Background: an optimization exercise with open tools, aiming at small area. Do not read the settings as production practice.
Only simulation tests tie the RTL to the original design; equivalence was not proved.
No activity file was given, so power comes from the tool's default toggle rates.

==> design/flow/design.v <==
module hex_flash_receiver (
    input  wire         clk,
    input  wire         rst,             
    input  wire         in_valid,
    output wire         in_ready,
    input  wire [1:0]   in_op,           
    input  wire [63:0]  in_frame,        
    input  wire [31:0]  in_now,          
    output wire         res_valid,
    output wire [1:0]   res_op,
    output wire [1:0]   res_code,        
    output wire [15:0]  res_line,
    output wire         res_in_progress,
    output wire         res_complete,
    output wire         wr_valid,        
    output wire [31:0]  wr_addr,
    output wire [4:0]   wr_len,
    output wire [127:0] wr_data
);
    localparam OP_FRAME  = 2'd0;
    localparam OP_TICK   = 2'd1;
    localparam OP_ABORT  = 2'd2;
    localparam RSP_NONE     = 2'd0;
    localparam RSP_SEND     = 2'd1;
    localparam RSP_COMPLETE = 2'd2;
    localparam RSP_ERROR    = 2'd3;
    localparam S_IDLE = 3'd0;
    localparam S_RESP = 3'd1;
    localparam S_VAL  = 3'd2;    
    localparam S_DISP = 3'd3;    
    localparam S_CRC  = 3'd4;    
    localparam S_TICK = 3'd5;    
    localparam [4:0] C_FF    = 5'b10000;
    localparam [4:0] C_COLON = 5'b10011;
    reg  [2:0]   state;
    reg  [1:0]   op_q;
    reg  [1:0]   code_q;
    reg          in_progress, complete, new_init_pending, init_error, eof_received;
    reg  [14:0]  expected_lines;
    reg  [31:0]  expected_crc;
    reg  [31:0]  file_crc;
    reg  [15:0]  cur_line;
    reg  [3:0]   seg_total;          
    reg  [8:0]   seg_rcvd;
    reg  [31:0]  last_frame_ms;
    reg  [15:0]  base_d;             
    reg          base_t;
    reg  [214:0] ring;               
    reg          ff43;               
    reg  [5:0]   rc;                 
    reg  [5:0]   pos;
    reg          bad;
    reg  [7:0]   work;               
    wire [5:0] rc_next = (rc >= 6'd16) ? rc - 6'd16 : rc + 6'd27;
    wire [4:0] rd = ring[4:0];
    wire       rd_hex = !rd[4] || (rd[3] && (rd[2] || rd[1]));
    wire [3:0]  f_index = in_frame[19:16];
    wire [3:0]  f_total = in_frame[23:20];
    wire        ln_ok   = !cur_line[15] && (cur_line[14:0] == in_frame[15:1]);
    wire [5:0]  si5     = {2'b00, f_index} + {f_index, 2'b00};
    wire        is_seg  = (in_op == OP_FRAME) && in_frame[0];
    wire        seg_phase = f_index[3] && (f_index[2:0] != 3'd0) || (rc_next == si5);
    assign in_ready = (state == S_IDLE) && (!is_seg || seg_phase);
    wire   take = in_valid && in_ready;
    wire seg_adopt = in_progress && ln_ok && (seg_total == 4'd0) &&
                     (f_total != 4'd0) && (f_total <= 4'd9);
    wire seg_write = in_progress && ln_ok &&
                     ((seg_total == 4'd0) ? (f_total != 4'd0 && f_total <= 4'd9 && f_index < f_total)
                                          : (f_total == seg_total && f_index < seg_total));
    wire do_seg_write = take && is_seg && seg_write;
    wire init_ok;
    init_check u_init (.f(in_frame), .ok(init_ok));
    wire [8:0]  seg_bit;             
    wire [8:0]  seg_miss;            
    genvar gs;
    generate
        for (gs = 0; gs < 9; gs = gs + 1) begin : g_seg
            assign seg_bit[gs]  = (f_index == gs);
            assign seg_miss[gs] = (seg_total > gs) && !seg_rcvd[gs];
        end
    endgenerate
    wire        ready    = (seg_total != 4'd0) && !(|seg_miss);
    wire        gt15, gt5;
    elapsed_cmp u_el (.now(in_now), .last(last_frame_ms), .gt15(gt15), .gt5(gt5));
    wire        crc_match;
    crc_eq u_eq (.fcrc(file_crc), .ecrc(expected_crc), .match(crc_match));
    wire [3:0] av [0:42];
    genvar gj;
    generate
        for (gj = 0; gj < 43; gj = gj + 1) begin : g_av
            assign av[gj] = ring[5 * ((8 * gj) % 43) +: 4];
        end
    endgenerate
    wire [3:0] v1 = av[1];
    wire [3:0] v2 = av[2];
    wire [15:0] rec_addr = {av[3], av[4], av[5], av[6]};
    wire [3:0] v7 = av[7];
    wire [3:0] v8 = av[8];
    wire       bc_ok = (v1 == 4'd0) || (v1 == 4'd1 && v2 == 4'd0);
    wire [4:0] bc    = {v1[0], v2};
    wire       len_ok = (pos == {bc, 1'b0} + 6'd11);
    wire       rt_ok  = (v7 == 4'd0) && (v8 <= 4'd5);
    wire       line_valid = !bad && bc_ok && len_ok && rt_ok && (work == 8'd0);
    genvar gk;
    generate
        for (gk = 0; gk < 16; gk = gk + 1) begin : g_wd
            assign wr_data[8*gk +: 8] = {av[9 + 2*gk], av[10 + 2*gk]};
        end
    endgenerate
    wire [7:0]  data0 = (bc != 5'd0) ? wr_data[7:0] : 8'h00;
    wire [7:0]  data1 = (bc[4:1] != 4'd0) ? wr_data[15:8] : 8'h00;
    wire        in_win;
    addr_unit u_addr (.base_d(base_d), .base_t(base_t), .rec_addr(rec_addr), .bc(bc),
                      .in_win(in_win), .wr_addr(wr_addr));
    assign wr_len  = bc;
    wire [15:0] next_ln;
    wire        eof_ok;
    line_inc u_ln (.line(cur_line), .expected(expected_lines), .next_ln(next_ln), .eof_ok(eof_ok));
    wire aligned  = (rc == 6'd0);
    wire disp     = (state == S_DISP) && aligned;
    wire rt0      = (v8[2:0] == 3'd0);
    wire rejects  = rt0 ? !in_win : (v8[2:0] == 3'd1) && !eof_ok;
    wire accepted = line_valid;
    assign wr_valid = disp && line_valid && rt0;
    wire [5:0] st5  = {2'b00, seg_total} + {seg_total, 2'b00};
    wire       at_c = (rc == pos) || (pos == 6'd43 && aligned);
    wire       stop = (pos == 6'd43) || (pos == st5) || (rd == C_FF);
    wire [7:0] hexch = (rd[3:0] <= 4'd9) ? {4'h3, rd[3:0]} : {2'b01, rd[4], 2'b00, rd[2:0] - 3'd1};
    assign res_valid       = (state == S_RESP);
    assign res_op          = op_q;
    assign res_code        = code_q;
    assign res_line        = cur_line;
    assign res_in_progress = in_progress;
    assign res_complete    = complete;
    wire [24:0] pay_code;
    genvar gc;
    generate
        for (gc = 0; gc < 5; gc = gc + 1) begin : g_enc
            char_enc #(.COLON(gc == 0)) u_enc (.b(in_frame[24 + 8*gc +: 8]), .code(pay_code[5*gc +: 5]));
        end
    endgenerate
    integer s;
    always @(posedge clk) begin
        rc <= rc_next;
        for (s = 0; s < 43; s = s + 1)
            ring[5*s +: 5] <= ring[5*((s + 1) % 43) +: 5];
        if (do_seg_write) begin
            ring[4:0]   <= pay_code[4:0];
            ring[44:40] <= pay_code[9:5];
            ring[84:80] <= pay_code[14:10];
            if (f_index != 4'd8) begin
                ring[124:120] <= pay_code[19:15];
                ring[164:160] <= pay_code[24:20];
            end else begin
                ff43 <= (in_frame[55:48] == 8'hFF);
            end
        end
    end
    always @(posedge clk) begin
        if (rst) begin
            state       <= S_IDLE;
            in_progress <= 1'b0;
            complete    <= 1'b0;
            cur_line    <= 16'h0;
        end else begin
            case (state)
            S_IDLE: begin
                if (take) begin
                    op_q   <= in_op;
                    code_q <= RSP_NONE;
                    state  <= S_RESP;
                    case (in_op)
                    OP_FRAME: begin
                        if (!in_frame[0]) begin
                            new_init_pending <= 1'b1;
                            init_error       <= !init_ok;
                            if (init_ok) begin
                                in_progress    <= 1'b1;
                                complete       <= 1'b0;
                                eof_received   <= 1'b0;
                                expected_lines <= in_frame[15:1];
                                expected_crc   <= in_frame[47:16];
                                file_crc       <= 32'hFFFFFFFF;
                                cur_line       <= 16'h0;
                                seg_total      <= 4'h0;
                                last_frame_ms  <= in_now;
                                base_d         <= 16'h0;
                            end
                        end else begin
                            if (seg_adopt) begin
                                seg_total <= f_total;
                                seg_rcvd  <= 9'h0;
                            end
                            if (seg_write) begin
                                seg_rcvd      <= (seg_adopt ? 9'h0 : seg_rcvd) | seg_bit;
                                last_frame_ms <= in_now;
                            end
                        end
                    end
                    OP_TICK: begin
                        work  <= {6'h00, gt5, gt15};
                        state <= S_TICK;
                    end
                    OP_ABORT: begin
                        in_progress <= 1'b0;
                        complete    <= 1'b0;
                        cur_line    <= 16'h0;
                    end
                    default: ;
                    endcase
                end
            end
            S_TICK: begin    
                state <= S_RESP;
                if (!in_progress) begin
                    code_q <= RSP_NONE;
                end else if (work[0]) begin
                    in_progress <= 1'b0;
                    complete    <= 1'b0;
                    cur_line    <= 16'h0;
                    code_q      <= RSP_ERROR;
                end else if (!ready && work[1]) begin
                    code_q <= RSP_SEND;
                end else if (new_init_pending) begin
                    new_init_pending <= 1'b0;
                    init_error       <= 1'b0;
                    code_q           <= init_error ? RSP_ERROR : RSP_SEND;
                end else if (ready) begin
                    code_q <= RSP_SEND;
                    pos    <= 6'd0;
                    bad    <= 1'b0;
                    work   <= 8'h0;
                    state  <= S_VAL;
                end else if (eof_received) begin
                    if (crc_match) begin
                        complete    <= 1'b1;
                        in_progress <= 1'b0;
                        code_q      <= RSP_COMPLETE;
                    end else begin
                        in_progress <= 1'b0;
                        complete    <= 1'b0;
                        cur_line    <= 16'h0;
                        code_q      <= RSP_ERROR;
                    end
                end
            end
            S_VAL: begin
                if (at_c) begin
                    if (stop) begin
                        if (pos == 6'd43 && !ff43) bad <= 1'b1;
                        state <= S_DISP;
                    end else begin
                        pos <= pos + 6'd1;
                        if (pos == 6'd0) begin
                            if (rd != C_COLON || rejects) bad <= 1'b1;
                        end else begin
                            if (!rd_hex) bad <= 1'b1;
                            work <= work + (pos[0] ? {rd[3:0], 4'h0} : {4'h0, rd[3:0]});
                        end
                    end
                end
            end
            S_DISP: begin
                if (aligned) begin
                    if (accepted) begin
                        case (v8[2:0])
                        3'd1: eof_received <= 1'b1;
                        3'd2: begin base_d <= {data0, data1}; base_t <= 1'b0; end
                        3'd4: begin base_d <= {data0, data1}; base_t <= 1'b1; end
                        default: ;
                        endcase
                        work   <= 8'h3A;
                        pos   <= 6'd1;
                        state <= S_CRC;
                    end else begin
                        seg_total <= 4'h0;
                        state     <= S_RESP;
                    end
                end
            end
            S_CRC: begin
                file_crc <= {1'b0, file_crc[31:1]} ^ ((file_crc[0] ^ work[0]) ? 32'hEDB88320 : 32'h0);
                work      <= {1'b0, work[7:1]};
                if (at_c) begin
                    if (stop) begin
                        cur_line  <= next_ln;
                        seg_total <= 4'h0;
                        state     <= S_RESP;
                    end else begin
                        work <= hexch;
                        pos <= pos + 6'd1;
                    end
                end
            end
            default: state <= S_IDLE;    
            endcase
        end
    end
endmodule
module init_check (
    input  wire [63:0] f,
    output wire        ok
);
    wire t100 = f[4] ^ f[34];
    wire t101 = f[9] ^ f[25];
    wire t102 = f[20] ^ f[58];
    wire t103 = f[23] ^ f[55];
    wire t104 = f[38] ^ t100;
    wire t105 = f[6] ^ f[62];
    wire t106 = f[10] ^ f[56];
    wire t107 = f[1] ^ f[11];
    wire t108 = f[3] ^ f[16];
    wire t109 = f[7] ^ t102;
    wire t110 = f[8] ^ f[45];
    wire t111 = f[15] ^ f[50];
    wire t112 = f[19] ^ f[36];
    wire t113 = f[24] ^ f[47];
    wire t114 = f[2] ^ f[46];
    wire t115 = f[4] ^ f[54];
    wire t116 = f[5] ^ t106;
    wire t117 = f[13] ^ f[47];
    wire t118 = f[14] ^ f[31];
    wire t119 = f[24] ^ f[48];
    wire t120 = f[25] ^ f[52];
    wire t121 = f[27] ^ f[43];
    wire t122 = f[29] ^ f[44];
    wire t123 = f[30] ^ f[57];
    wire t124 = f[32] ^ t103;
    wire t125 = f[40] ^ f[63];
    wire t126 = f[61] ^ t113;
    wire t127 = t101 ^ t105;
    wire t128 = t112 ^ t120;
    wire t129 = f[1] ^ f[12];
    wire t130 = f[3] ^ f[60];
    wire t131 = f[6] ^ f[26];
    wire t132 = f[8] ^ f[18];
    wire t133 = f[10] ^ t101;
    wire t134 = f[11] ^ t125;
    wire t135 = f[15] ^ f[30];
    wire t136 = f[17] ^ t126;
    wire t137 = f[19] ^ f[35];
    wire t138 = f[21] ^ f[33];
    wire t139 = f[23] ^ f[41];
    wire t140 = f[29] ^ t104;
    wire t141 = f[31] ^ f[49];
    wire t142 = f[32] ^ t114;
    wire t143 = f[39] ^ f[56];
    wire t144 = f[41] ^ f[52];
    wire t145 = f[42] ^ f[49];
    wire t146 = f[43] ^ t110;
    wire t147 = f[45] ^ t138;
    wire t148 = f[46] ^ t111;
    wire t149 = f[51] ^ f[55];
    wire t150 = f[54] ^ t104;
    wire t151 = f[57] ^ t141;
    wire t152 = f[63] ^ t109;
    wire t153 = t103 ^ t108;
    wire t154 = t107 ^ t117;
    wire t155 = t108 ^ t149;
    wire t156 = t116 ^ t119;
    wire t157 = t121 ^ t139;
    wire t158 = t124 ^ t154;
    wire t159 = t128 ^ t129;
    wire t160 = t135 ^ t152;
    wire t161 = t137 ^ t156;
    wire [15:0] s;
    assign s[0] = t109 ^ t112 ^ t131 ^ t133 ^ t134 ^ t151;
    assign s[1] = f[20] ^ f[28] ^ f[49] ^ t111 ^ t124 ^ t125 ^ t150 ^ t161;
    assign s[2] = f[35] ^ f[52] ^ f[54] ^ t100 ^ t105 ^ t122 ^ t126 ^ t160;
    assign s[3] = f[2] ^ f[59] ^ t115 ^ t122 ^ t134 ^ t143 ^ t144 ^ t146;
    assign s[4] = f[14] ^ f[37] ^ f[62] ^ t106 ^ t128 ^ t146 ^ t158;
    assign s[5] = f[5] ^ f[7] ^ f[9] ^ f[56] ^ t103 ^ t132 ^ t136 ^ t140;
    assign s[6] = f[39] ^ t123 ^ t127 ^ t132 ^ t161;
    assign s[7] = f[21] ^ t109 ^ t116 ^ t117 ^ t127 ^ t130 ^ t144 ^ t145 ^ t148;
    assign s[8] = f[44] ^ f[53] ^ f[59] ^ t101 ^ t107 ^ t118 ^ t157 ^ t160;
    assign s[9] = f[12] ^ f[38] ^ f[51] ^ t102 ^ t110 ^ t115 ^ t123 ^ t148 ^ t158;
    assign s[10] = f[26] ^ f[48] ^ t107 ^ t114 ^ t123 ^ t133 ^ t136 ^ t147 ^ t155;
    assign s[11] = f[58] ^ t104 ^ t110 ^ t111 ^ t118 ^ t122 ^ t127 ^ t153;
    assign s[12] = f[1] ^ f[55] ^ t102 ^ t105 ^ t106 ^ t113 ^ t118 ^ t130 ^ t142 ^ t150;
    assign s[13] = f[33] ^ t104 ^ t119 ^ t121 ^ t143 ^ t151 ^ t155;
    assign s[14] = f[22] ^ f[30] ^ f[58] ^ f[61] ^ t140 ^ t142 ^ t147 ^ t157 ^ t159;
    assign s[15] = f[27] ^ f[39] ^ f[60] ^ t115 ^ t131 ^ t145 ^ t153 ^ t159;
    assign ok = (s == 16'h4e22);
endmodule
module elapsed_cmp (
    input  wire [31:0] now,
    input  wire [31:0] last,
    output wire        gt15,
    output wire        gt5
);
    wire [14:0] c;
    wire [13:0] d;
    assign c[0] = 1'b1;
    genvar i;
    generate
        for (i = 0; i < 14; i = i + 1) begin : g_lo
            wire nb = ~last[i];
            assign d[i]   = now[i] ^ nb ^ c[i];
            assign c[i+1] = (now[i] & nb) | (now[i] & c[i]) | (nb & c[i]);
        end
    endgenerate
    wire borrow = !c[14];
    wire [17:0] x = now[31:14];
    wire [17:0] w = x ^ last[31:14];
    wire [16:0] ok;
    generate
        for (i = 0; i < 17; i = i + 1) begin : g_hi
            assign ok[i] = w[i] ? (w[i+1] == !x[i]) : !w[i+1];
        end
    endgenerate
    wire hi_zero = (w[0] == borrow) && (&ok);
    function gt_const;
        input [13:0] v;
        input [13:0] k;
        integer j;
        reg g;
        begin
            g = 1'b0;
            for (j = 0; j < 14; j = j + 1)
                g = k[j] ? (v[j] & g) : (v[j] | g);
            gt_const = g;
        end
    endfunction
    assign gt15 = !hi_zero || gt_const(d, 14'd15000);
    assign gt5  = !hi_zero || gt_const(d, 14'd5000);
endmodule
module addr_unit (
    input  wire [15:0] base_d,
    input  wire        base_t,
    input  wire [15:0] rec_addr,
    input  wire [4:0]  bc,
    output wire        in_win,
    output wire [31:0] wr_addr
);
    wire [15:0] x = base_t ? {base_d[3:0], 12'h000} : base_d;    
    wire [16:0] c;
    wire [15:0] s;
    assign c[0] = 1'b0;
    genvar i;
    generate
        for (i = 0; i < 16; i = i + 1) begin : g_add
            if (i < 12) begin : g_fa
                assign s[i]   = x[i] ^ rec_addr[4+i] ^ c[i];
                assign c[i+1] = (x[i] & rec_addr[4+i]) | (x[i] & c[i]) | (rec_addr[4+i] & c[i]);
            end else begin : g_ha
                assign s[i]   = x[i] ^ c[i];
                assign c[i+1] = x[i] & c[i];
            end
        end
    endgenerate
    wire [19:0] a   = {s, rec_addr[3:0]};
    wire        hi0 = base_t ? (base_d[15:4] == 12'h0) : !c[16];
    wire [4:0]  t5  = {1'b0, a[3:0]} + bc;
    wire        ovf = (&a[18:4]) && (t5 >= 5'd17);       
    assign in_win  = hi0 && ((bc == 5'd0) ? (!a[19] || a[18:0] == 19'h0) : (!a[19] && !ovf));
    assign wr_addr = {12'h0, a[19:18] + 2'b01, a[17:0]};
endmodule
module line_inc (
    input  wire [15:0] line,
    input  wire [14:0] expected,
    output wire [15:0] next_ln,
    output wire        eof_ok
);
    wire [16:0] c;
    assign c[0] = 1'b1;
    genvar i;
    generate
        for (i = 0; i < 16; i = i + 1) begin : g_ha
            assign next_ln[i] = line[i] ^ c[i];
            assign c[i+1]     = line[i] & c[i];
        end
    endgenerate
    assign eof_ok = !c[16] && !next_ln[15] && (next_ln[14:0] == expected);
endmodule
module crc_eq (
    input  wire [31:0] fcrc,
    input  wire [31:0] ecrc,
    output wire        match
);
    assign match = (~fcrc == ecrc);
endmodule
module char_enc #(
    parameter COLON = 1
) (
    input  wire [7:0] b,
    output reg  [4:0] code
);
    wire dig = (b[7:4] == 4'h3) && !(b[3] && (b[2] || b[1]));
    wire ltr = (b[7] == 1'b0) && (b[6:4] == 3'b100 || b[6:4] == 3'b110) &&
               !b[3] && (b[2:0] != 3'd0) && (b[2:0] != 3'd7);
    always @* begin
        if (dig)
            code = {1'b0, b[3:0]};
        else if (ltr)
            code = {b[5], 1'b1, b[2:0] + 3'd1};
        else
            code = {3'b100, b == 8'h3A, b != 8'hFF};
    end
endmodule
==> design/flow/flow/run.sh <==
#!/bin/bash
# Layout flow: the standard layout (standard.sh: the standard synthesis,
# floorplan, power grid, placement, CTS and routing, unchanged) with three
# settings of the ORFS scripts changed:
#  - every input and output port is still buffered, with the platform's
#    smallest buffer (buf_1) instead of the resizer's default choice;
#  - clock tree: registers are clustered 25 to a leaf buffer (within 80 um),
#    and no dummy loads are added to balance the tree;
#  - after global routing, repair_timing recovers power on paths with
#    positive slack (RECOVER_POWER), i.e. it downsizes cells that have slack.
# make's whole output goes to flow_make.log; ORFS keeps each step's log under
# orfs/logs/.
set -euo pipefail
export BUFFER_PORTS_ARGS="-buffer_cell sky130_fd_sc_hd__buf_1"
export CTS_ARGS="-sink_clustering_enable -repair_clock_nets -dont_use_dummy_load -sink_clustering_size 25 -sink_clustering_max_diameter 80"
export RECOVER_POWER=100
bash standard.sh > flow_make.log 2>&1
==> design/flow/standard.sh <==
#!/bin/bash
# synth_recipe.tcl (not shown) runs the flow's synth.tcl, then flattens the netlist and writes it again
# the make line also repeats each setting of config.mk as NAME=value (left out here)
make -C /OpenROAD-flow-scripts/flow DESIGN_CONFIG=/design/flow/config.mk WORK_HOME=/design/flow/orfs CLKGATE_MAP_FILE= SYNTH_SCRIPT=/design/flow/synth_recipe.tcl "${@:-finish}"
==> design/flow/config.mk <==
export PLATFORM = sky130hd
export DESIGN_NAME = hex_flash_receiver
export DESIGN_NICKNAME = hex_flash_receiver
export VERILOG_FILES = /design/flow/design.v
export SDC_FILE = /design/flow/constraint.sdc
export NUM_CORES = 8
export LEC_CHECK = 0
export CAP_MARGIN = 20
export CORE_MARGIN = 2
export CORE_UTILIZATION = 40
export SLEW_MARGIN = 20
export SYNTH_HIERARCHICAL = 1
==> design/flow/constraint.sdc <==
create_clock -name core_clock -period 10.0 [get_ports {clk}]
set_input_delay 2.0000 -clock core_clock [delete_from_list [all_inputs] [get_ports {clk}]]
set_output_delay 2.0000 -clock core_clock [all_outputs]
set_load 0.01 [all_outputs]
==> results of run 1 <==
final cells by class:
| cell class | count | area (µm²) | area share |
|---|---|---|---|
| clock buffers | 25 | 626 | 0.0292 |
| repair buffers | 292 | 1100 | 0.0515 |
| diodes | 3 | 7.51 | 0.000350 |
| inverters | 76 | 285 | 0.0133 |
| well taps | 672 | 841 | 0.0392 |
| multi-input cells | 1093 | 8790 | 0.410 |
| flip-flops and latches | 406 | 9770 | 0.456 |
through the flow:
stage	hold WS [ns]	instances	util
3_5_place_dp	0.313	2538	0.419
5_1_grt	0.242	2565	0.429
6_report	0.257	2567	0.429
4_1_cts	0.250	2563	0.432
3_3_place_gp	0.311	2538	0.419
2_1_floorplan	0.310	1761	-
path summary, 6_finish.rpt:
check             cells after the start  slack, ns           to
setup / recovery                     19       0.73  wr_addr[19]
hold / removal                        0       0.26    ring[109]
setup reg to reg                     25       1.53          bad
hold reg to reg                       0       0.26    ring[109]
modules after synthesis (local to each module, per instance), a selection:
module,flip-flops and latches,cells inside,cell area [µm²]
elapsed_cmp,0,119,961
init_check,0,161,1650
hex_flash_receiver,406,1165,15000
line_inc,0,40,389
addr_unit,0,92,845
crc_eq,0,43,347
state kept, by name (all words and copies together), names as in the netlist:
name              flops
ring                215
expected_crc         32
file_crc             32
last_frame_ms        32
base_d               16
cur_line             16
expected_lines       15
seg_rcvd              9
work                  8
pos                   6
rc                    6
seg_total             4
state                 3
code_q                2
op_q                  2
bad                   1
base_t                1
complete              1
eof_received          1
ff43                  1
in_progress           1
init_error            1
new_init_pending      1
power by group through the flow:
stage	registers, mW	clock network (mW)	logic, mW
6_report	1.77	0.976	0.600
3_5_place_dp	1.81	0	0.611
3_3_place_gp	1.81	0	0.604
2_1_floorplan	1.80	0	0.439
5_1_grt	1.77	1.06	0.659
4_1_cts	1.77	1.00	0.614
layout by cell type (no fill, tap or decap), types with 20 or more instances in the layout:
cell and n:
sky130_fd_sc_hd__xor2_1 63, sky130_fd_sc_hd__nor3_1 21, sky130_fd_sc_hd__clkbuf_16 25, sky130_fd_sc_hd__nor2_1 62, sky130_fd_sc_hd__o211ai_1 20, sky130_fd_sc_hd__nor4_1 36, sky130_fd_sc_hd__nand2b_1 22, sky130_fd_sc_hd__inv_1 73
sky130_fd_sc_hd__buf_1 233, sky130_fd_sc_hd__ha_1 72, sky130_fd_sc_hd__o21ai_0 47, sky130_fd_sc_hd__xnor2_1 208, sky130_fd_sc_hd__dfxtp_1 242, sky130_fd_sc_hd__fa_1 28, sky130_fd_sc_hd__nor2b_1 27, sky130_fd_sc_hd__nand3_1 29
sky130_fd_sc_hd__nand2_1 81, sky130_fd_sc_hd__or3_1 23, sky130_fd_sc_hd__a21oi_1 41, sky130_fd_sc_hd__clkbuf_1 57, sky130_fd_sc_hd__edfxtp_1 164, sky130_fd_sc_hd__nand4_1 23
worst register-to-register path, cell delays in order (launching register included):
cell,delay (ns)
sky130_fd_sc_hd__edfxtp_1,0.73
sky130_fd_sc_hd__and2b_2,0.29
sky130_fd_sc_hd__ha_1,0.18
sky130_fd_sc_hd__fa_1,0.39
sky130_fd_sc_hd__fa_1,0.39
sky130_fd_sc_hd__fa_1,0.38
sky130_fd_sc_hd__fa_1,0.38
sky130_fd_sc_hd__fa_1,0.40
sky130_fd_sc_hd__fa_1,0.40
sky130_fd_sc_hd__fa_1,0.39
sky130_fd_sc_hd__fa_1,0.39
sky130_fd_sc_hd__fa_1,0.39
sky130_fd_sc_hd__fa_1,0.39
sky130_fd_sc_hd__fa_1,0.37
sky130_fd_sc_hd__ha_1,0.19
sky130_fd_sc_hd__ha_1,0.18
sky130_fd_sc_hd__ha_1,0.35
sky130_fd_sc_hd__nand3_1,0.08
sky130_fd_sc_hd__or4_1,0.52
sky130_fd_sc_hd__a211oi_1,0.28
sky130_fd_sc_hd__a211oi_1,0.19
sky130_fd_sc_hd__mux2i_1,0.19
sky130_fd_sc_hd__a21oi_1,0.10
sky130_fd_sc_hd__mux2i_1,0.15
sky130_fd_sc_hd__o21ai_0,0.09
sky130_fd_sc_hd__a211oi_1,0.32
layer usage:
layer	track usage	vias up
met3	0.0403	84
met5	0	-
met2	0.320	489
met4	0.0776	0
met1	0.275	6401
li1	-	6242
cell families (layout without fill, tap and decap cells):
kind of cell	count (synthesis)	count (layout)	synth area share
and+or+nand+nor	425	425	0.123
DFF	406	406	0.484
xor gates and xnor gates	292	292	0.140
buffers and inverters	262	393	0.0788
AOI/OAI and AO/OA	225	225	0.0767
adders and majority gates	100	100	0.0724
muxes	39	39	0.0249
other	1	15	0.000186
==> flow_summary_export.csv, run 1 <==
group,metric,value,unit
status,run_status,"failed layout checks",
status,so.violations,"max-capacitance violations, max-slew violations",
routing,drtAntennaViolNets,0,
synth,synth_top_area_cell,"sky130_fd_sc_hd__edfxtp_1",
sta,fin_crit,9.27,ns
synth,share_of_the_synthesized_area_in_the_top_cell_type,0.244,
synth,ys_ff_latch,406,
synth,synthTopCellsByCount,"sky130_fd_sc_hd__dfxtp_1 (242), sky130_fd_sc_hd__xnor2_1 (208), sky130_fd_sc_hd__edfxtp_1 (164)",
layout,final_layout_size_suffix_gt1_frac,0.0571,
routing,topRoutingLayerUsed,"met4",
global_routing,first_global_vias,13100,
sta,finalWorstSetupSlack,0.732,ns
pwr,power.switching_fraction,0.275,
routing,drt_first_iter_violations,1048,
global_routing,pin_count_of_the_biggest_net_entering_global_routing,48,
setup_path,worst_ep_arrival_time,7.27,ns
setup_path,worst-path-max-fanout,18,
synth,cell_area_after_technology_mapping,20200,µm²
routing,totalWireLength,53800,µm
setup_path,worst_path_largest_cell_delay,0.73,ns
floorplan,num_rows,82,
clock_tree,max-clock-path-buffers,3,
synth,synthesis.instances,1750,
setup_path,end_kind,"output port",
setup_path,startpoint_type,"flip-flop",
pwr,powerDensity,156,nW/µm²
clock_tree,tritoncts.num_buffers,25,
sta,worst_slew_pin_slew,3.06,ns
clock_tree,postCtsSetupRepairBufs,0,
routing,met3RoutedLength,3830,µm
synth,yosys_most_used_dff,"sky130_fd_sc_hd__dfxtp_1",
global_routing,wire_length_of_the_first_global_routing_pass,80800,µm
setup_path,critPathLaunch,"base_t",
setup_path,timing_worst_setup_path_type,"flip-flop to output port",
sta,setup_viol,0,
sta,fin_crit_sh,0.927,
synth,syn_area_per_cell,11.5,µm²
placement,gp_routability_congestion,0.918,
global_routing,number_of_antenna_violations_at_the_first_check_in_global_routing,1,
pwr,p_comb_frac,0.179,
floorplan,design.die.area,52300,µm²
synth,synth-seq-area-share,0.484,
synth,async_flop_share,0,
synth,synth_warnings,10,
synth,synth-edff-count,164,
global_routing,overflow,0,
pwr,report.power.total,3.35,mW
placement,numPortBuffers,278,
sta,upper_clock_frequency_limit,108,MHz
clock_tree,cts_hold_repair.buffers,0,
layout,fillCellCount,4813,
routing,met2_length,24400,µm
sta,hold_viol,0,
sta,setup-tns-final,0,ns
layout,flow.area_growth_from_synthesis,6.18,%
pwr,switchingPower,0.920,mW
floorplan,placeableCoreArea,50000,µm²
pwr,intPower,2.43,mW
setup_path,required,8.00,ns
global_routing,gr-usage-all-layers,0.203,
pwr,power.share.clock,0.292,
placement,pre_cts_slack,1.35,ns
setup_path,worst_path_max_delay_cell,"sky130_fd_sc_hd__edfxtp_1",
setup_path,r2r-start,"base_t",
clock_tree,cts_repair_resize_count,0,
synth,synthTopCellsByArea,"sky130_fd_sc_hd__edfxtp_1 (24%), sky130_fd_sc_hd__dfxtp_1 (24%), sky130_fd_sc_hd__xnor2_1 (9.0%)",
setup_path,cp_num_buf_inv,1,
placement,hpwlAfterDp,41800,µm
floorplan,effective_utilization_at_floorplan,0.404,
placement,dpl-instance-area,20900,µm²
clock_tree,clk-insertion-delay-late,0.60,ns
routing,wire_per_inst,21.0,µm
routing,detail_route.drc_violations,0,
routing,num_vias,13200,
routing,route.layer.met1.wl,23700,µm
pwr,power_leakage,7.79,nW
synth,synthMostInstantiatedCell,"sky130_fd_sc_hd__dfxtp_1",
pwr,power.sequential.fraction,0.529,
floorplan,io_pins,291,
clock_tree,tritoncts,"built",
sta,rsz0062_at_grt,"false",
min_path,worst_hold_path_type,"flip-flop to flip-flop",
setup_path,largest_delay_contributor_family_on_the_critical_path,"adder cells",
routing,firstDrtPassIters,5,
sta,worst_clock_skew,0.0759,ns
synth,synth.distinct_cells,91,
floorplan,dieHeight,229,µm
setup_path,path_common_cell,"sky130_fd_sc_hd__fa_1",
layout,finish.instance_area,21400,µm²
setup_path,timing.critical_path.cells,"and2b_2, ha_1, fa_1, fa_1, fa_1, fa_1, fa_1, fa_1, fa_1, fa_1, fa_1, fa_1, fa_1, ha_1, ha_1, ha_1, ha_1, xor2_1, buf_1",
clock_tree,clockRootBuffer,"sky130_fd_sc_hd__clkbuf_16",
run,max_cap_viol_count,7,
min_path,hold_path.startpoint,"ring[114]",
clock_tree,cts.htree.levels,1,
pwr,vdd.ir_drop.worst,0.000165,V
sta,slew_headroom,-1.05,
floorplan,width_of_the_die,229,µm
clock_tree,numClockSinks,406,
clock_tree,cts.clk_slew.worst_paths,0.10,ns
routing,route.detailed.vias_per_inst,5.15,
sta,timing.final.max_slew_violations,173,
layout,final_net_count,2095,
==> run 2, diff against run 1 <==
==> design/flow/flow/run.sh (replaced) <==
#!/bin/bash
# Layout flow: the standard layout (standard.sh: the standard synthesis,
# floorplan, power grid, placement, CTS and routing, unchanged) with two
# settings of the ORFS scripts changed:
#  - every input and output port is still buffered, with the platform's
#    smallest buffer (buf_1) instead of the resizer's default choice;
#  - clock tree: registers are clustered 25 to a leaf buffer (within 80 um),
#    and no dummy loads are added to balance the tree.
# make's whole output goes to flow_make.log; ORFS keeps each step's log under
# orfs/logs/.
set -euo pipefail
export BUFFER_PORTS_ARGS="-buffer_cell sky130_fd_sc_hd__buf_1"
export CTS_ARGS="-sink_clustering_enable -repair_clock_nets -dont_use_dummy_load -sink_clustering_size 25 -sink_clustering_max_diameter 80"
bash standard.sh > flow_make.log 2>&1
==> run 2 against run 1 <==
Compared with the run above:
- now clean on timing, DRC and antenna
- clock power about the same
- worst hold slack improved by 0.0013 ns
- count of clock-buffer cells in the layout unchanged
- global-route usage unchanged
- combinational power increased by 3%
- design area increased by 0.75%
- fmax about the same
- first-iteration DRC count increased by 1.4%
- critical endpoint unchanged
- highest routed layer unchanged
==> flow_summary_export.csv, run 2 <==
group,metric,value,unit
routing,totalWireLength,53700,µm
routing,detail_route.drc_violations,0,
synth,synthTopCellsByArea,"sky130_fd_sc_hd__edfxtp_1 (24%), sky130_fd_sc_hd__dfxtp_1 (24%), sky130_fd_sc_hd__xnor2_1 (9.0%)",
placement,hpwlAfterDp,41800,µm
sta,setup_viol,0,
clock_tree,max-clock-path-buffers,3,
setup_path,worst-path-max-fanout,18,
setup_path,startpoint_type,"flip-flop",
synth,yosys_most_used_dff,"sky130_fd_sc_hd__dfxtp_1",
layout,final_layout_size_suffix_gt1_frac,0.0740,
clock_tree,cts_repair_resize_count,0,
synth,synth-seq-area-share,0.484,
synth,syn_area_per_cell,11.5,µm²
layout,top_register,"ring",
placement,numPortBuffers,278,
sta,hold_viol,0,
floorplan,num_rows,82,
global_routing,first_global_vias,13100,
routing,drt_first_iter_violations,1063,
layout,finish.utilization,0.432,
synth,async_flop_share,0,
floorplan,effective_utilization_at_floorplan,0.404,
synth,share_of_the_synthesized_area_in_the_top_cell_type,0.244,
placement,pre_cts_slack,1.35,ns
placement,gp_routability_congestion,0.918,
sta,finalWorstSetupSlack,0.736,ns
sta,fin_crit_sh,0.926,
routing,drtAntennaViolNets,0,
pwr,powerDensity,156,nW/µm²
layout,commonest_cells_after_routing_fill_and_taps_aside,"sky130_fd_sc_hd__buf_1 (278), sky130_fd_sc_hd__dfxtp_1 (242), sky130_fd_sc_hd__xnor2_1 (208), sky130_fd_sc_hd__edfxtp_1 (164), sky130_fd_sc_hd__nand2_1 (81)",
sta,upper_clock_frequency_limit,108,MHz
synth,synth-edff-count,164,
synth,synthesis.instances,1750,
sta,fin_crit,9.26,ns
setup_path,end_kind,"output port",
clock_tree,tritoncts,"built",
clock_tree,clk-insertion-delay-late,0.60,ns
routing,firstDrtPassIters,5,
clock_tree,cts.clk_slew.worst_paths,0.10,ns
global_routing,pin_count_of_the_biggest_net_entering_global_routing,48,
sta,worst_clock_skew,0.0724,ns
global_routing,gr-usage-all-layers,0.203,
synth,ys_ff_latch,406,
setup_path,r2r_setup_slack,1.57,ns
global_routing,overflow,0,
min_path,worst_hold_path_type,"flip-flop to flip-flop",
sta,timing.final.max_slew_violations,0,
status,run_status,"timing/DRC/antenna clean",
floorplan,design.die.area,52300,µm²
clock_tree,postCtsSetupRepairBufs,0,
sta,worst_slew_pin_slew,1.07,ns
synth,synth.distinct_cells,91,
clock_tree,tritoncts.num_buffers,25,
floorplan,width_of_the_die,229,µm
clock_tree,numClockSinks,406,
routing,route.detailed.vias_per_inst,5.14,
sta,setup-tns-final,0,ns
setup_path,timing_worst_setup_path_type,"flip-flop to output port",
layout,largest_register_ff_count,215,
synth,cell_area_after_technology_mapping,20200,µm²
floorplan,dieHeight,229,µm
setup_path,required,8.00,ns
clock_tree,cts_hold_repair.buffers,0,
synth,synth_warnings,10,
clock_tree,clockRootBuffer,"sky130_fd_sc_hd__clkbuf_16",
clock_tree,cts.htree.levels,1,
synth,synthMostInstantiatedCell,"sky130_fd_sc_hd__dfxtp_1",
synth,synth_top_area_cell,"sky130_fd_sc_hd__edfxtp_1",
routing,num_vias,13200,
floorplan,io_pins,291,
routing,wire_per_inst,20.9,µm
pwr,vdd.ir_drop.worst,0.000172,V
sta,rsz0062_at_grt,"false",
layout,most_common_cell_after_layout_fill_and_taps_aside,"sky130_fd_sc_hd__buf_1",
setup_path,worst_ep_arrival_time,7.26,ns
layout,final_net_count,2095,
floorplan,placeableCoreArea,50000,µm²
layout,fillCellCount,4779,
sta,slew_headroom,0.283,
layout,flow.area_growth_from_synthesis,6.98,%
pwr,report.power.total,3.36,mW
pwr,power_leakage,7.86,nW
global_routing,number_of_antenna_violations_at_the_first_check_in_global_routing,2,
synth,synthTopCellsByCount,"sky130_fd_sc_hd__dfxtp_1 (242), sky130_fd_sc_hd__xnor2_1 (208), sky130_fd_sc_hd__edfxtp_1 (164)",
run,max_cap_viol_count,0,
global_routing,wire_length_of_the_first_global_routing_pass,80800,µm
[run 2: power breakdown]
part	internal, mW	switching [mW]	total, mW
logic	0.247	0.370	0.617
clock network	0.442	0.532	0.975
registers	1.75	0.0229	1.77
[run 2: per-layer routing]
| layer | wire, µm | up-vias | GRT usage |
|---|---|---|---|
| met4 | 2000 | 0 | 0.0776 |
| li1 | - | 6250 | - |
| met2 | 24200 | 443 | 0.320 |
| met3 | 3600 | 89 | 0.0403 |
| met5 | 0 | - | 0 |
| met1 | 23900 | 6397 | 0.275 |
[run 2: per-module statistics from Yosys (local to each module, per instance), a selection]
| module | cells | flops+latches |
|---|---|---|
| hex_flash_receiver | 1165 | 406 |
| init_check | 161 | 0 |
| elapsed_cmp | 119 | 0 |
| addr_unit | 92 | 0 |
| line_inc | 40 | 0 |
| crc_eq | 43 | 0 |
[run 2: path summary, 6_finish.rpt]
| check | startpoint | to | cells past startpoint |
|---|---|---|---|
| worst min-delay path | ring[114] | ring[109] | 0 |
| worst max-delay path | base_t | wr_addr[19] | 19 |
| worst max register to register | base_t | bad | 25 |
| worst min register to register | ring[114] | ring[109] | 0 |
[run 2: cell families (layout without fill, tap and decap cells)]
group	after synthesis	count (layout)	synth area share
simple gates	425	425	0.123
flops	406	406	0.484
xor+xnor	292	292	0.140
buf+inv	262	393	0.0788
compound gates	225	225	0.0767
fa+ha+maj	100	100	0.0724
mux	39	39	0.0249
other cells	1	14	0.000186
[run 2: layout make-up]
type | instances | area (µm²) | area share
Inverter | 76 | 285 | 0.0132
Clock buffer | 25 | 626 | 0.0290
Timing Repair Buffer | 292 | 1150 | 0.0534
Multi-Input combinational cell | 1093 | 8910 | 0.413
Sequential cell | 406 | 9770 | 0.453
Tap cell | 672 | 841 | 0.0389
Antenna cell | 2 | 5.00 | 0.000232
[run 2: per-stage QoR]
step / cells / cell area [µm²] / hold slack [ns]
5_1_grt: 2565 / 21600 / 0.242
4_1_cts: 2563 / 21600 / 0.250
3_5_place_dp: 2538 / 20900 / 0.313
2_1_floorplan: 1761 / 20200 / 0.310
3_3_place_gp: 2538 / 20900 / 0.311
6_report: 2566 / 21600 / 0.258
[run 2: critical path, stage by stage, from the launching register on]
cell	delay [ns]
sky130_fd_sc_hd__edfxtp_1	0.73
sky130_fd_sc_hd__and2b_2	0.29
sky130_fd_sc_hd__ha_1	0.18
sky130_fd_sc_hd__fa_1	0.39
sky130_fd_sc_hd__fa_1	0.39
sky130_fd_sc_hd__fa_1	0.38
sky130_fd_sc_hd__fa_1	0.38
sky130_fd_sc_hd__fa_1	0.40
sky130_fd_sc_hd__fa_1	0.40
sky130_fd_sc_hd__fa_1	0.39
sky130_fd_sc_hd__fa_1	0.39
sky130_fd_sc_hd__fa_1	0.39
sky130_fd_sc_hd__fa_1	0.40
sky130_fd_sc_hd__fa_1	0.37
sky130_fd_sc_hd__ha_1	0.19
sky130_fd_sc_hd__ha_1	0.18
sky130_fd_sc_hd__ha_1	0.18
sky130_fd_sc_hd__ha_1	0.31
sky130_fd_sc_hd__xor2_1	0.16
sky130_fd_sc_hd__buf_1	0.17
==> run 3, diff against run 2 <==
--- a/design/flow/design.v
+++ b/design/flow/design.v
@@ -51,3 +51,2 @@
     reg  [5:0]   pos;
-    reg          bad;
     reg  [7:0]   work;               
@@ -102,3 +101,3 @@
     wire       rt_ok  = (v7 == 4'd0) && (v8 <= 4'd5);
-    wire       line_valid = !bad && bc_ok && len_ok && rt_ok && (work == 8'd0);
+    wire       line_valid = bc_ok && len_ok && rt_ok && (work == 8'd0);
     genvar gk;
@@ -230,3 +229,2 @@
                     pos    <= 6'd0;
-                    bad    <= 1'b0;
                     work   <= 8'h0;
@@ -249,3 +247,6 @@
                     if (stop) begin
-                        if (pos == 6'd43 && !ff43) bad <= 1'b1;
+                        if (pos == 6'd43 && !ff43) pos <= 6'd0;      
+                        state <= S_DISP;
+                    end else if ((pos == 6'd0) ? (rd != C_COLON || rejects) : !rd_hex) begin
+                        pos   <= 6'd0;
                         state <= S_DISP;
@@ -253,8 +254,4 @@
                         pos <= pos + 6'd1;
-                        if (pos == 6'd0) begin
-                            if (rd != C_COLON || rejects) bad <= 1'b1;
-                        end else begin
-                            if (!rd_hex) bad <= 1'b1;
+                        if (pos != 6'd0)
                             work <= work + (pos[0] ? {rd[3:0], 4'h0} : {4'h0, rd[3:0]});
-                        end
                     end
==> design/flow/flow/run.sh (replaced) <==
#!/bin/bash
# Layout flow: the standard layout (standard.sh) with these changes:
#  - after the standard synthesis, its combinational cells are mapped again
#    for area: each library cell is replaced by its Boolean function and ABC
#    maps the logic once more (flow/remap.abc). Flip-flops, full and half
#    adders and the netlist's names are kept as the standard synthesis made
#    them; the standard netlist is kept as 1_2_yosys.std.v;
#  - every input and output port is still buffered, with the platform's
#    smallest buffer (buf_1) instead of the resizer's default choice;
#  - clock tree: registers are clustered 25 to a leaf buffer (within 80 um),
#    and no dummy loads are added to balance the tree.
# Each tool's output goes to a log of its own here: flow_synth.log,
# flow_remap.log, flow_make.log (and ORFS's step logs under orfs/logs/).
set -euo pipefail
P=${FLOW_PLATFORM:-sky130hd}
R=orfs/results/$P/hex_flash_receiver/base
L=orfs/logs/$P/hex_flash_receiver/base
LIB=$FLOW_HOME/platforms/$P/lib/sky130_fd_sc_hd__tt_025C_1v80.lib
YOSYS=$(command -v yosys || echo "$FLOW_HOME/../tools/install/yosys/bin/yosys")
export BUFFER_PORTS_ARGS="-buffer_cell sky130_fd_sc_hd__buf_1"
export CTS_ARGS="-sink_clustering_enable -repair_clock_nets -dont_use_dummy_load -sink_clustering_size 25 -sink_clustering_max_diameter 80"

bash standard.sh synth > flow_synth.log 2>&1

cp "$R/1_2_yosys.v" "$R/1_2_yosys.std.v"
TYPES=$(grep -o 'sky130_fd_sc_hd__[a-z0-9_]*' "$R/1_2_yosys.std.v" | sort -u)
python3 flow/cell_functions.py flow_cells.v $TYPES
DONTUSE=$(grep -o -- '-dont_use [^ ]*' "$L/1_2_yosys.log" | sort -u | tr '\n' ' ')
printf 'set_driving_cell sky130_fd_sc_hd__buf_1\nset_load 5\n' > flow_abc.constr
sed -e "s|@LIB@|$LIB|g" -e "s|@IN@|$R/1_2_yosys.std.v|" -e "s|@TOP@|${FLOW_TOP:-hex_flash_receiver}|" \
    -e "s|@FUNC@|flow_cells.v|" -e "s|@ABC@|$(pwd)/flow/remap.abc|" -e "s|@DONTUSE@|$DONTUSE|" \
    -e "s|@CONSTR@|$(pwd)/flow_abc.constr|" -e "s|@STAT@|flow_remap_stat.txt|" \
    -e "s|@OUT@|$R/1_2_yosys.v|" flow/remap.ys.in > flow_remap.ys
"$YOSYS" -s flow_remap.ys > flow_remap.log 2>&1

bash standard.sh > flow_make.log 2>&1
==> design/flow/flow/cell_functions.py (new file) <==
import re, sys
lib = open('/OpenROAD-flow-scripts/flow/platforms/sky130hd/lib/sky130_fd_sc_hd__tt_025C_1v80.lib').read()
used = set(sys.argv[2:]) if len(sys.argv) > 2 else None
out = open(sys.argv[1], 'w')
# crude parse: iterate cells
pos = 0
cellre = re.compile(r'\n\s*cell\s*\(\s*"?(\w+)"?\s*\)\s*\{')
ms = list(cellre.finditer(lib))
for i, m in enumerate(ms):
    name = m.group(1)
    body = lib[m.end(): ms[i+1].start() if i+1 < len(ms) else len(lib)]
    if used is not None and name not in used: continue
    if re.search(r'\bff\s*\(|\blatch\s*\(|statetable', body): continue
    if re.search(r'__(fa|ha|fah|fahcin|fahcon)_', name): continue
    pins = re.findall(r'\n\s*pin\s*\(\s*"?(\w+)"?\s*\)\s*\{(.*?)\n\s*\}\s*(?=\n\s*pin|\n\s*\w+\s*\(|\Z)', body, re.S)
    # simpler: find pin blocks with direction and function
    ins = []; outs = []
    for pm in re.finditer(r'(?<!pg_)pin\s*\(\s*"?(\w+)"?\s*\)\s*\{', body):
        pn = pm.group(1)
        seg = body[pm.end(): pm.end()+4000]
        d = re.search(r'direction\s*:\s*"?(\w+)"?', seg)
        if not d: continue
        if d.group(1) == 'input': ins.append(pn)
        elif d.group(1) == 'output':
            f = re.search(r'function\s*:\s*"([^"]*)"', seg)
            if f: outs.append((pn, f.group(1)))
    if not outs: continue
    ins = sorted(set(ins))
    out.write('(* techmap_celltype = "%s" *)\nmodule _map_%s (%s);\n' % (name, name, ', '.join(ins + [o for o, _ in outs])))
    for p in ins: out.write('  input %s;\n' % p)
    for o, f in outs:
        ff = f.replace('!', '~').replace('*', '&').replace('+', '|')
        ff = re.sub(r"(\w+)'", r"(~\1)", ff)
        out.write('  output %s;\n  assign %s = %s;\n' % (o, o, ff))
    out.write('endmodule\n')
==> design/flow/flow/remap.abc (new file) <==
strash
dch -f
amap
topo
==> design/flow/flow/remap.ys.in (new file) <==
read_liberty -lib @LIB@
read_verilog -sv @IN@
hierarchy -top @TOP@
techmap -map @FUNC@
techmap
opt -purge
abc -script @ABC@ -liberty @LIB@ @DONTUSE@ -constr @CONSTR@
splitnets
opt_clean -purge
hilomap -singleton -hicell sky130_fd_sc_hd__conb_1 HI -locell sky130_fd_sc_hd__conb_1 LO
insbuf -buf sky130_fd_sc_hd__buf_4 A X
check -assert -mapped
tee -o @STAT@ stat -liberty @LIB@
write_verilog -noattr -nohex -nodec @OUT@
==> run 3 against run 2 <==
Compared with the run above:
- still clean
- power fell by 11%
- critical path depth rose by 1
- fmax barely moved
- core utilization rose by 0.37 points
- setup slack improved by 0.0083 ns
- combinational power fell by about 50%
- critical path type unchanged
- largest cell class unchanged
- highest routed layer is now met5
==> flow_summary_export.csv, run 3 <==
group,metric,value,unit
floorplan,width_of_the_die,223,µm
global_routing,number_of_antenna_violations_at_the_first_check_in_global_routing,1,
layout,most_common_cell_after_layout_fill_and_taps_aside,"sky130_fd_sc_hd__buf_1",
pwr,power_leakage,6.95,nW
sta,hold_viol,0,
clock_tree,tritoncts,"built",
setup_path,worst_ep_arrival_time,7.26,ns
setup_path,r2r-start,"base_t",
global_routing,pin_count_of_the_biggest_net_entering_global_routing,48,
sta,slew_headroom,0.283,
clock_tree,postCtsSetupRepairBufs,0,
setup_path,worst-path-max-fanout,18,
routing,totalWireLength,59700,µm
layout,finish.utilization,0.436,
min_path,hold_path.startpoint,"ring[68]",
pwr,vdd.ir_drop.worst,0.000140,V
sta,fin_crit,9.26,ns
layout,final_net_count,2369,
clock_tree,cts_hold_repair.buffers,0,
setup_path,required,8.00,ns
placement,numPortBuffers,278,
routing,firstDrtPassIters,5,
layout,largest_register_ff_count,215,
sta,setup-tns-final,0,ns
floorplan,design.die.area,49800,µm²
layout,commonest_cells_after_routing_fill_and_taps_aside,"sky130_fd_sc_hd__buf_1 (278), sky130_fd_sc_hd__clkinv_1 (256), sky130_fd_sc_hd__dfxtp_1 (242), sky130_fd_sc_hd__nor2_1 (195), sky130_fd_sc_hd__edfxtp_1 (163)",
placement,hpwlAfterDp,47800,µm
sta,worst_slew_pin_slew,1.06,ns
routing,route.detailed.vias_per_inst,5.47,
global_routing,first_global_vias,14500,
setup_path,critical_path.reg2reg.endpoint,"pos[2]",
synth,synth_warnings,10,
setup_path,startpoint_type,"flip-flop",
pwr,powerDensity,144,nW/µm²
floorplan,num_rows,80,
routing,wire_per_inst,21.5,µm
floorplan,dieHeight,223,µm
clock_tree,cts_repair_resize_count,0,
clock_tree,cts.clk_slew.worst_paths,0.09,ns
setup_path,end_kind,"output port",
layout,top_register,"ring",
status,run_status,"timing/DRC/antenna clean",
synth,syn_area_per_cell,9.66,µm²
global_routing,gr-usage-all-layers,0.233,
placement,gp_routability_congestion,0.954,
clock_tree,cts.htree.levels,1,
synth,cell_area_after_technology_mapping,19200,µm²
floorplan,io_pins,291,
clock_tree,clockRootBuffer,"sky130_fd_sc_hd__clkbuf_16",
routing,num_vias,15200,
setup_path,r2r_setup_slack,1.21,ns
routing,detail_route.drc_violations,0,
layout,final_layout_size_suffix_gt1_frac,0.0203,
sta,timing.final.max_slew_violations,0,
global_routing,overflow,0,
sta,upper_clock_frequency_limit,108,MHz
pwr,report.power.total,2.99,mW
layout,antennaDiodeCount,0,
global_routing,wire_length_of_the_first_global_routing_pass,88200,µm
sta,fin_crit_sh,0.926,
routing,drt_first_iter_violations,1166,
layout,fillCellCount,4666,
setup_path,timing.reg2reg.worst_path_depth,27,
sta,setup_viol,0,
sta,worst_clock_skew,0.0421,ns
synth,synthesis.instances,1988,
sta,rsz0062_at_grt,"false",
clock_tree,numClockSinks,405,
floorplan,placeableCoreArea,47500,µm²
floorplan,effective_utilization_at_floorplan,0.404,
min_path,worst_hold_path_type,"flip-flop to flip-flop",
routing,drtAntennaViolNets,0,
layout,flow.area_growth_from_synthesis,7.86,%
clock_tree,clk-insertion-delay-late,0.56,ns
run,max_cap_viol_count,0,
clock_tree,tritoncts.num_buffers,25,
min_path,worstHoldPathCells,0,
clock_tree,max-clock-path-buffers,3,
setup_path,timing_worst_setup_path_type,"flip-flop to output port",
min_path,hold_end,"ring[63]",
run 3: worst max path at each step:
| stage | start | to | slack, ns | depth (start not counted) |
|---|---|---|---|---|
| global route | base_t | wr_addr[19] | 0.48 | 20 |
| CTS | base_t | wr_addr[19] | 0.71 | 20 |
| global placement | in_now[0] | work[1] | 1.27 | 31 |
| detailed placement | in_now[0] | work[1] | 1.00 | 31 |
| finish | base_t | wr_addr[19] | 0.74 | 20 |
| floorplan | in_frame[56] | file_crc[0] | 1.67 | 17 |
run 3: metal layers:
metal	up-vias	part of all wire	global-route usage
met1	7233	0.45	0.327
met3	69	0.071	0.0378
li1	7307	-	-
met2	589	0.46	0.376
met4	2	0.023	0.0576
met5	-	0.00018	0
run 3: through the flow:
stage          setup WS (ns)  std cells  hold WS [ns]  instance area, µm²
6_report               0.745       2780         0.324               20700
5_1_grt                0.484       2780         0.329               20700
4_1_cts                0.713       2780         0.325               20700
3_5_place_dp            1.00       2755         0.312               20100
3_3_place_gp            1.27       2755         0.310               20100
2_1_floorplan           1.67       1999         0.310               19200
run 3: critical path: stages (launching register included):
cell and delay [ns]:
sky130_fd_sc_hd__edfxtp_1 0.74, sky130_fd_sc_hd__nor2b_1 0.11, sky130_fd_sc_hd__ha_1 0.22, sky130_fd_sc_hd__fa_1 0.38, sky130_fd_sc_hd__fa_1 0.40, sky130_fd_sc_hd__fa_1 0.43
sky130_fd_sc_hd__fa_1 0.40, sky130_fd_sc_hd__fa_1 0.39, sky130_fd_sc_hd__fa_1 0.39, sky130_fd_sc_hd__fa_1 0.39, sky130_fd_sc_hd__fa_1 0.38, sky130_fd_sc_hd__fa_1 0.38
sky130_fd_sc_hd__fa_1 0.41, sky130_fd_sc_hd__fa_1 0.38, sky130_fd_sc_hd__ha_1 0.20, sky130_fd_sc_hd__ha_1 0.19, sky130_fd_sc_hd__ha_1 0.18, sky130_fd_sc_hd__ha_1 0.29
sky130_fd_sc_hd__clkinv_1 0.08, sky130_fd_sc_hd__o22ai_1 0.15, sky130_fd_sc_hd__buf_1 0.19
run 3: cell type report:
class                           instances  area (µm²)  area share
Inverter                              256         961      0.0464
Clock buffer                           25         626      0.0302
Multi-Input combinational cell       1189        7490       0.361
Tap cell                              615         769      0.0371
Sequential cell                       405        9740       0.470
Timing Repair Buffer                  290        1130      0.0547
run 3: power by group:
part	internal [mW]	switching [mW]	leakage [nW]
Sequential	1.72	0.00710	3.31
Clock	0.442	0.521	0.308
Combinational	0.0925	0.214	3.33
Total	2.25	0.742	6.95
==> run 4, diff against run 3 <==
--- a/design/flow/flow/run.sh
+++ b/design/flow/flow/run.sh
@@ -3,10 +3,11 @@
 #  - after the standard synthesis, its combinational cells are mapped again
-#    for area: each library cell is replaced by its Boolean function and ABC
-#    maps the logic once more (flow/remap.abc). Flip-flops, full and half
-#    adders and the netlist's names are kept as the standard synthesis made
-#    them; the standard netlist is kept as 1_2_yosys.std.v;
+#    for area: each library cell but the flip-flops and full adders is
+#    replaced by its Boolean function and ABC maps that logic once more
+#    (flow/remap.abc). Flip-flops, full adders and the netlist's names are
+#    kept as the standard synthesis made them; the standard netlist is kept
+#    as 1_2_yosys.std.v;
 #  - every input and output port is still buffered, with the platform's
 #    smallest buffer (buf_1) instead of the resizer's default choice;
-#  - clock tree: registers are clustered 25 to a leaf buffer (within 80 um),
-#    and no dummy loads are added to balance the tree.
+#  - clock tree: clkbuf_4 buffers, registers clustered 8 to a leaf buffer
+#    (within 40 um), and no dummy loads added to balance the tree.
 # Each tool's output goes to a log of its own here: flow_synth.log,
@@ -20,3 +21,3 @@
 export BUFFER_PORTS_ARGS="-buffer_cell sky130_fd_sc_hd__buf_1"
-export CTS_ARGS="-sink_clustering_enable -repair_clock_nets -dont_use_dummy_load -sink_clustering_size 25 -sink_clustering_max_diameter 80"
+export CTS_ARGS="-sink_clustering_enable -repair_clock_nets -dont_use_dummy_load -buf_list sky130_fd_sc_hd__clkbuf_4 -sink_clustering_size 8 -sink_clustering_max_diameter 40"
 
--- a/design/flow/flow/cell_functions.py
+++ b/design/flow/flow/cell_functions.py
@@ -13,3 +13,3 @@
     if re.search(r'\bff\s*\(|\blatch\s*\(|statetable', body): continue
-    if re.search(r'__(fa|ha|fah|fahcin|fahcon)_', name): continue
+    if re.search(r'__(fa|fah|fahcin|fahcon)_', name): continue
     pins = re.findall(r'\n\s*pin\s*\(\s*"?(\w+)"?\s*\)\s*\{(.*?)\n\s*\}\s*(?=\n\s*pin|\n\s*\w+\s*\(|\Z)', body, re.S)
==> design/flow/flow/remap.abc (replaced) <==
strash
dc2
dch -f
amap -F 100 -A 50
mfs2 -a
strash
dc2
dch -f
amap -F 100 -A 50
mfs2 -a
strash
dc2
dch -f
amap -F 100 -A 50
topo
==> run 4 against run 3 <==
Compared with the run above:
- sequential power hardly changed
- power decreased by 2.2%
- synthesized cell count decreased by 2.5%
- critical path type unchanged
- via count rose by 3.5%
- worst hold slack got worse by 0.024 ns
- largest power group unchanged
==> flow_summary_export.csv, run 4 <==
group,metric,value,unit
sta,setup-tns-final,0,ns
setup_path,required,8.00,ns
routing,route.detailed.vias_per_inst,5.68,
clock_tree,postCtsSetupRepairBufs,0,
routing,num_vias,15700,
synth,cell_area_after_technology_mapping,18500,µm²
clock_tree,clockRootBuffer,"sky130_fd_sc_hd__clkbuf_4",
setup_path,timing.critical_path.cells,"clkinv_1, and3_1, fa_1, fa_1, fa_1, fa_1, fa_1, fa_1, fa_1, fa_1, fa_1, fa_1, fa_1, nand2_1, nor2_1, nor2_1, nor2_1, a21oi_1, buf_1",
pwr,powerDensity,147,nW/µm²
setup_path,end_kind,"output port",
layout,top_register,"ring",
pwr,power.switching_fraction,0.268,
pwr,intPower,2.14,mW
layout,finish.instance_area,19900,µm²
layout,flow.area_growth_from_synthesis,7.64,%
layout,layout.cells.non_filler,2768,
setup_path,worst_path_largest_cell_delay,0.65,ns
routing,firstDrtPassIters,8,
sta,fin_crit,9.10,ns
floorplan,effective_utilization_at_floorplan,0.406,
clock_tree,max-clock-path-buffers,3,
clock_tree,numClockSinks,405,
sta,hold_viol,0,
setup_path,worst-path-max-fanout,16,
sta,timing.final.max_slew_violations,0,
placement,instance_count_after_placement_with_tap_cells_included,2690,
layout,fillCellCount,4527,
clock_tree,cts_repair_resize_count,0,
pwr,p_comb_frac,0.108,
floorplan,dieHeight,219,µm
clock_tree,tritoncts.num_buffers,73,
floorplan,num_rows,78,
routing,drt_first_iter_violations,1714,
routing,detail_route.drc_violations,0,
synth,syn_area_per_cell,9.55,µm²
clock_tree,tritoncts,"built",
global_routing,gr-usage-all-layers,0.253,
placement,gp_routability_congestion,0.935,
global_routing,number_of_antenna_violations_at_the_first_check_in_global_routing,7,
placement,numPortBuffers,278,
clock_tree,clk-insertion-delay-late,0.82,ns
floorplan,placeableCoreArea,45600,µm²
synth,synth_warnings,10,
setup_path,worst_ep_arrival_time,7.10,ns
global_routing,first_global_vias,14700,
pwr,power.share.clock,0.302,
sta,rsz0062_at_grt,"false",
clock_tree,cts_hold_repair.buffers,0,
sta,setup_viol,0,
floorplan,width_of_the_die,219,µm
sta,worst_slew_pin_slew,1.12,ns
floorplan,design.die.area,48000,µm²
layout,finish.utilization,0.437,
global_routing,pin_count_of_the_biggest_net_entering_global_routing,48,
clock_tree,cts.htree.levels,3,
pwr,power_leakage,6.44,nW
setup_path,startpoint_type,"flip-flop",
setup_path,worst_path_max_delay_cell,"sky130_fd_sc_hd__edfxtp_1",
sta,worst_clock_skew,0.117,ns
routing,totalWireLength,61000,µm
status,run_status,"timing/DRC/antenna clean",
layout,final_layout_size_suffix_gt1_frac,0.0411,
pwr,power.sequential.fraction,0.590,
layout,commonest_cells_after_routing_fill_and_taps_aside,"sky130_fd_sc_hd__buf_1 (278), sky130_fd_sc_hd__clkinv_1 (246), sky130_fd_sc_hd__dfxtp_1 (242), sky130_fd_sc_hd__nor2_1 (187), sky130_fd_sc_hd__edfxtp_1 (163)",
run,max_cap_viol_count,0,
setup_path,path_common_cell,"sky130_fd_sc_hd__fa_1",
global_routing,overflow,0,
sta,slew_headroom,0.249,
floorplan,io_pins,291,
synth,synthesis.instances,1938,
routing,drtAntennaViolNets,0,
global_routing,wire_length_of_the_first_global_routing_pass,90600,µm
setup_path,timing_worst_setup_path_type,"flip-flop to output port",
layout,most_common_cell_after_layout_fill_and_taps_aside,"sky130_fd_sc_hd__buf_1",
pwr,vdd.ir_drop.worst,0.000106,V
layout,largest_register_ff_count,215,
pwr,switchingPower,0.784,mW
placement,dpl-instance-area,19300,µm²
layout,final_net_count,2295,
placement,hpwlAfterDp,47900,µm
min_path,worst_hold_path_type,"flip-flop to flip-flop",
routing,wire_per_inst,22.0,µm
sta,upper_clock_frequency_limit,110,MHz
clock_tree,cts.clk_slew.worst_paths,0.08,ns
sta,fin_crit_sh,0.910,
run 4: per-layer routing:
| metal | vias to the layer above | wire length, µm | global-route usage | part of all wire |
|---|---|---|---|---|
| li1 | 7355 | - | - | - |
| met1 | 7458 | 26600 | 0.351 | 0.44 |
| met2 | 787 | 26900 | 0.382 | 0.44 |
| met3 | 120 | 5690 | 0.0633 | 0.093 |
| met4 | 6 | 1790 | 0.0878 | 0.029 |
| met5 | - | 42 | 0 | 0.00069 |
run 4: critical path: cells and delay by family (launching register included):
| family | cells | cell delay [ns] |
|---|---|---|
| simple gates | 5 | 0.67 |
| fa+ha+maj | 11 | 4.34 |
| flops | 1 | 0.65 |
| compound gates | 1 | 0.13 |
| buf+inv | 2 | 0.50 |
run 4: final timing paths:
path / start / end / slack (ns) / depth (start not counted)
min: ring[33] / ring[28] / 0.30 / 0
min reg2reg: ring[33] / ring[28] / 0.30 / 0
max reg2reg: base_t / pos[0] / 1.57 / 27
max: base_t / wr_addr[19] / 0.90 / 19
run 4: area by class of cell:
class	count	area (µm²)	share of cell area
tap	600	751	0.0377
multi-input combinational	1149	6800	0.341
inverter	246	923	0.0463
sequential	405	9740	0.489
antenna	4	10.0	0.000502
timing repair buffer	291	1160	0.0583
clock buffer	73	548	0.0275
run 4: through the flow:
stage | setup WS [ns] | hold WS, ns | power (mW)
finish | 0.896 | 0.299 | 2.93
global route | 0.504 | 0.299 | 3.06
CTS | 0.849 | 0.283 | 2.95
detailed placement | 1.09 | 0.312 | 2.07
global placement | 1.23 | 0.310 | 2.07
floorplan | 1.99 | 0.310 | 1.95
run 4: power by group through the flow:
stage / logic, mW / registers, mW / clock network, mW
floorplan: 0.188 / 1.76 / 0
global placement: 0.303 / 1.76 / 0
detailed placement: 0.306 / 1.76 / 0
CTS: 0.307 / 1.73 / 0.917
global route: 0.346 / 1.73 / 0.983
finish: 0.316 / 1.73 / 0.884
==> run 5, diff against run 4 <==
--- a/design/flow/design.v
+++ b/design/flow/design.v
@@ -32,2 +32,3 @@
     localparam S_TICK = 3'd5;    
+    localparam S_FILL = 3'd6;    
     localparam [4:0] C_FF    = 5'b10000;
@@ -181,4 +182,5 @@
                                 expected_crc   <= in_frame[47:16];
-                                file_crc       <= 32'hFFFFFFFF;
                                 cur_line       <= 16'h0;
+                                pos            <= 6'd0;
+                                state          <= S_FILL;      
                                 seg_total      <= 4'h0;
@@ -244,2 +246,7 @@
             end
+            S_FILL: begin
+                file_crc <= {1'b1, file_crc[31:1]};
+                pos      <= pos + 6'd1;
+                if (pos == 6'd31) state <= S_RESP;
+            end
             S_VAL: begin
==> run 5 against run 4 <==
Compared with the run above:
- power grew 11%
- core utilization shrank 0.24 points
- die area shrank 1.1%
- first-iteration DRC count shrank 6.3%
- sequential share of layout area grew 0.59 points
==> flow_summary_export.csv, run 5 <==
group,metric,value,unit
status,run_status,"timing/DRC/antenna clean",
global_routing,pin_count_of_the_biggest_net_entering_global_routing,33,
sta,fin_crit,9.18,ns
sta,hold_viol,0,
setup_path,end_kind,"output port",
synth,synth_warnings,10,
layout,flow.area_growth_from_synthesis,7.60,%
layout,final_net_count,2277,
layout,finish.instance_area,19700,µm²
placement,pre_cts_slack,1.24,ns
setup_path,r2r_setup_slack,1.19,ns
sta,worst_clock_skew,0.0980,ns
clock_tree,cts.htree.levels,3,
clock_tree,clk-insertion-delay-late,0.80,ns
min_path,worst_hold_path_type,"flip-flop to flip-flop",
clock_tree,numClockSinks,405,
placement,gp_routability_congestion,0.981,
min_path,hold_path.startpoint,"ring[20]",
global_routing,gr-usage-all-layers,0.254,
layout,final_layout_size_suffix_gt1_frac,0.0401,
sta,finalWorstSetupSlack,0.824,ns
routing,firstDrtPassIters,7,
clock_tree,postCtsSetupRepairBufs,0,
sta,setup-tns-final,0,ns
floorplan,design.die.area,47500,µm²
pwr,switchingPower,0.985,mW
floorplan,effective_utilization_at_floorplan,0.404,
pwr,power.share.clock,0.272,
setup_path,worst_ep_arrival_time,7.18,ns
setup_path,r2r-start,"base_t",
setup_path,worst-path-max-fanout,16,
floorplan,dieHeight,218,µm
synth,cell_area_after_technology_mapping,18300,µm²
pwr,report.power.total,3.24,mW
setup_path,startpoint_type,"flip-flop",
layout,top_register,"ring",
routing,wire_per_inst,22.3,µm
sta,upper_clock_frequency_limit,109,MHz
routing,drt_first_iter_violations,1606,
pwr,p_comb_frac,0.166,
pwr,intPower,2.25,mW
routing,drtAntennaViolNets,0,
clock_tree,clockRootBuffer,"sky130_fd_sc_hd__clkbuf_4",
placement,dpl-instance-area,19100,µm²
layout,most_common_cell_after_layout_fill_and_taps_aside,"sky130_fd_sc_hd__buf_1",
clock_tree,tritoncts.num_buffers,71,
sta,rsz0062_at_grt,"false",
floorplan,num_rows,78,
clock_tree,max-clock-path-buffers,3,
## run 5: path summary, 6_finish.rpt
path / endpoint / depth (start not counted)
max: wr_addr[18] / 18
min: ring[15] / 0
max reg2reg: pos[1] / 25
min reg2reg: ring[15] / 0
## run 5: final cells by class
cell class	instances	area (µm²)
inverter	236	886
fill	4548	25600
timing repair buffer	289	1150
multi-input combinational	1145	6630
tap	600	751
antenna	4	10.0
sequential	405	9740
clock buffer	71	533
## run 5: metrics by stage
stage,hold slack [ns],utilization,cells
2_1_floorplan,0.310,-,1935
3_3_place_gp,0.310,0.422,2674
3_5_place_dp,0.313,0.422,2674
4_1_cts,0.310,0.434,2745
5_1_grt,0.313,0.435,2748
6_report,0.305,0.435,2750
## run 5: worst max-delay path, stage by stage (launching register included)
cell	delay [ns]
sky130_fd_sc_hd__edfxtp_1	0.67
sky130_fd_sc_hd__clkinv_1	0.35
sky130_fd_sc_hd__and3_1	0.27
sky130_fd_sc_hd__fa_1	0.39
sky130_fd_sc_hd__fa_1	0.41
sky130_fd_sc_hd__fa_1	0.44
sky130_fd_sc_hd__fa_1	0.40
sky130_fd_sc_hd__fa_1	0.39
sky130_fd_sc_hd__fa_1	0.39
sky130_fd_sc_hd__fa_1	0.39
sky130_fd_sc_hd__fa_1	0.39
sky130_fd_sc_hd__fa_1	0.39
sky130_fd_sc_hd__fa_1	0.39
sky130_fd_sc_hd__fa_1	0.40
sky130_fd_sc_hd__nand2_1	0.13
sky130_fd_sc_hd__nor2_1	0.08
sky130_fd_sc_hd__nor2b_1	0.20
sky130_fd_sc_hd__or2_0	0.17
sky130_fd_sc_hd__buf_1	0.19
## run 5: routing by layer
metal  share of wire  global-route usage
met1            0.43               0.345
met2            0.45               0.397
met3           0.079              0.0547
met4           0.032              0.0923
met5         0.00018                   0
## run 5: power groups by stage
stage | Sequential [mW] | Combinational (mW) | Clock [mW]
final | 1.82 | 0.539 | 0.880
after global routing | 1.82 | 0.591 | 0.978
after CTS | 1.82 | 0.527 | 0.909
after detailed placement | 1.85 | 0.525 | 0
after global placement | 1.85 | 0.519 | 0
after floorplan | 1.83 | 0.334 | 0

==> separate check: timing with driven ports <==
The results above use ideal ports. As a check the final layouts listed here were re-extracted and re-timed, cells and wires unchanged. Step 1, drivers: a clkbuf_16 drives clk and a buf_2 each remaining input, both assumed. Step 2 also shifts input and output timing later by t, the mid clock arrival at the registers, as if the neighbouring blocks saw the same clock. Slacks: ideal / step 1 / step 2; pairs: ideal / step 1.
run | t (ns) | slack for setup (ns)
run 1 | 0.619 | 0.732 / 0.675 / 1.294
run 2 | 0.619 | 0.736 / 0.679 / 1.298
run 3 | 0.607 | 0.745 / 0.688 / 1.043
run 4 | 0.819 | 0.896 / 0.839 / 1.179
run 5 | 0.804 | 0.824 / 0.772 / 1.191
